What follows belongs to an exercise in optimizing a design on an open flow for small area and few clock cycles; a production flow would make more cautious choices. Only simulation tests tie the RTL to the original design; equivalence was not proved. No activity file was given, so power comes from the tool's default toggle rates.

// softphy_rx
module softphy_rx (
    input             clk,
    input             rst,           
    input      [1:0]  cfg_coding,    
    input      [11:0] cfg_leadin,
    input      [15:0] cfg_pollbud,
    input      [31:0] cfg_rxtmo,
    input      [15:0] cfg_th_short,
    input      [15:0] cfg_th_long,
    input      [15:0] cfg_th_viol,
    input      [15:0] cfg_th_short_t,
    input      [15:0] cfg_th_long_t,
    input      [15:0] cfg_th_viol_t,
    input             start,
    output            busy,
    output reg        done,
    input             s_valid,
    output            s_ready,
    input             s_end,         
    input      [31:0] s_time,
    input             s_level,
    output reg [2:0]  rx_stat,
    output     [9:0]  rx_count,
    output reg [14:0] rx_npulse,
    output reg [14:0] rx_synth,
    input      [3:0]  win_addr,
    output     [31:0] win_data
);
    localparam [2:0] ST_OK       = 3'd0,
                     ST_NORESP   = 3'd1,
                     ST_PREAMBLE = 3'd2,
                     ST_STOPBIT  = 3'd3,
                     ST_PROTOCOL = 3'd5;
    localparam [2:0] S_IDLE  = 3'd0,
                     S_FIRST = 3'd1,    
                     S_WAIT  = 3'd2,    
                     S_RUN   = 3'd3,    
                     S_DRAIN = 3'd4;    
    localparam integer NINS = 1;
    localparam integer ISTEP = 16 / NINS;
    reg [2:0]   state;
    reg [511:0] ring;         
    reg [3:0]   ph;
    reg         lvl;          
  ...
Size in the first run: roughly 2900 cells after synthesis, about 640 flip-flops, roughly 280 I/O pins, ~0.031 sq mm of cells after synthesis.
clock: 12.0 ns
lec_check: 0
cap_margin: 20
core_margin: 2
core_utilization: 40
slew_margin: 20
standard.sh (not shown) runs the stock make flow with config.mk's settings and CLKGATE_MAP_FILE= SYNTH_SCRIPT=/design/flow/synth_recipe.tcl, a recipe that flattens the netlist after the stock synthesis.
==> flow/flow/run.sh <==
#!/bin/bash
# The standard layout, with small port buffers and a clock tree of small
# buffers without dummy loads. Each tool's output is kept in the ORFS logs;
# make's own output goes to flow.log.
set -euo pipefail
export BUFFER_PORTS_ARGS="-buffer_cell sky130_fd_sc_hd__buf_1"
export CTS_ARGS="-sink_clustering_enable -repair_clock_nets -dont_use_dummy_load -sink_clustering_size 24 -sink_clustering_max_diameter 80 -buf_list {sky130_fd_sc_hd__clkbuf_8 sky130_fd_sc_hd__clkbuf_16}"
bash standard.sh > flow.log 2>&1
The baseline ran to the end with no violations.
Testbench counts at the start, summed over its fixed seeds: cycles 4,003,738.
Rerun with:
--- a/flow/flow/run.sh
+++ b/flow/flow/run.sh
@@ -7 +7 @@
-export CTS_ARGS="-sink_clustering_enable -repair_clock_nets -dont_use_dummy_load -sink_clustering_size 24 -sink_clustering_max_diameter 80 -buf_list {sky130_fd_sc_hd__clkbuf_8 sky130_fd_sc_hd__clkbuf_16}"
+export CTS_ARGS="-sink_clustering_enable -repair_clock_nets -dont_use_dummy_load -buf_list {sky130_fd_sc_hd__clkbuf_4 sky130_fd_sc_hd__clkbuf_8}"
Utilization went up by 0.61 points.
Die area is unchanged.
Area after synthesis does not change.
Cell count came out higher slightly.
Clock power climbs by about a fifth.
Cell area grows slightly.
Hold slack got worse by 0.015 ns.
Setup slack improves by 0.047 ns.
Clock skew went up by 0.051 ns.
Via count went up slightly.

## old
softphy_rx, a different RTL version from the one above (not shown whole).
For scale: roughly 640 flip-flops, about 280 I/O pins, roughly 28,000 sq um of cells after synthesis.
clock: 12.0 ns
lec_check: 0
abc_area: 1
cap_margin: 20
core_margin: 2
core_utilization: 40
slew_margin: 20
==> flow/flow/run.sh <==
#!/bin/bash
# The standard layout, with three changes: synthesis maps adders and
# comparators with Yosys's own Brent-Kung carry tree instead of the
# Kogge-Stone one (the registers are unchanged), ports get small buffers,
# and the clock tree uses clkbuf_8 clusters without dummy loads.
# Each tool's output is kept in the ORFS logs; make's own output goes to
# flow.log.
set -euo pipefail
export SYNTH_OPERATIONS_ARGS="-nofsm"
export BUFFER_PORTS_ARGS="-buffer_cell sky130_fd_sc_hd__buf_1"
export CTS_ARGS="-sink_clustering_enable -repair_clock_nets -dont_use_dummy_load -sink_clustering_size 16 -sink_clustering_max_diameter 60 -buf_list {sky130_fd_sc_hd__clkbuf_8}"
bash standard.sh > flow.log 2>&1
old finished all stages; the layout is clean.
Testbench counts of old, summed over its fixed seeds: cycles 4,003,742.
Input-level comparison between new and old:
Settings: a change of CORE_UTILIZATION from 40 to 65.
### Flow results
Compared with old, new shows a lower die area. Compared with old, new shows a higher final core area utilization. Going from old to new, overall power of the completed layout shrinks by 0.80%. Changes observed in new relative to old: via count normalized by instance count +about 14%, global routing usage on met1 now larger, reg-to-reg setup timing slack has decreased, leakage dissipation level, required time at the worst-slack endpoint lost 0.03 ns.

[separate check: timing with driven ports]
No port has a modelled driver above. Below, the same layouts with a new extraction and two added sets of constraints. Step 1, drivers: a clkbuf_16 drives clk and a buf_2 each remaining input, both assumed. Step 2 moves the port delays by t, midway between the first and last clock arrival at a register: inputs arrive t later, outputs are due t later. That takes back most of the time a late clock gives input paths. Slacks: ideal / step 1 / step 2; pairs: ideal / step 1.
| run | t, ns | setup WS [ns] | worst setup path at the end | clock arrival spread, ns |
|---|---|---|---|---|
| the first run of note 1 | 0.624 | 2.213 / 2.250 / 1.626 | input to register | 0.092 / 0.092 |
| the second run of note 1 | 0.697 | 2.260 / 2.296 / 1.600 | input to register | 0.140 / 0.139 |
| old | 0.707 | 1.128 / 1.162 / 0.456 | input to register | 0.103 / 0.103 |
| new | 0.674 | 0.862 / 0.898 / 0.224 | input to register | 0.116 / 0.116 |
After both steps every run listed still meets setup and hold. The setup slack of old, which loses most, moves by +0.034 ns with the drivers and by -0.672 ns with both steps.
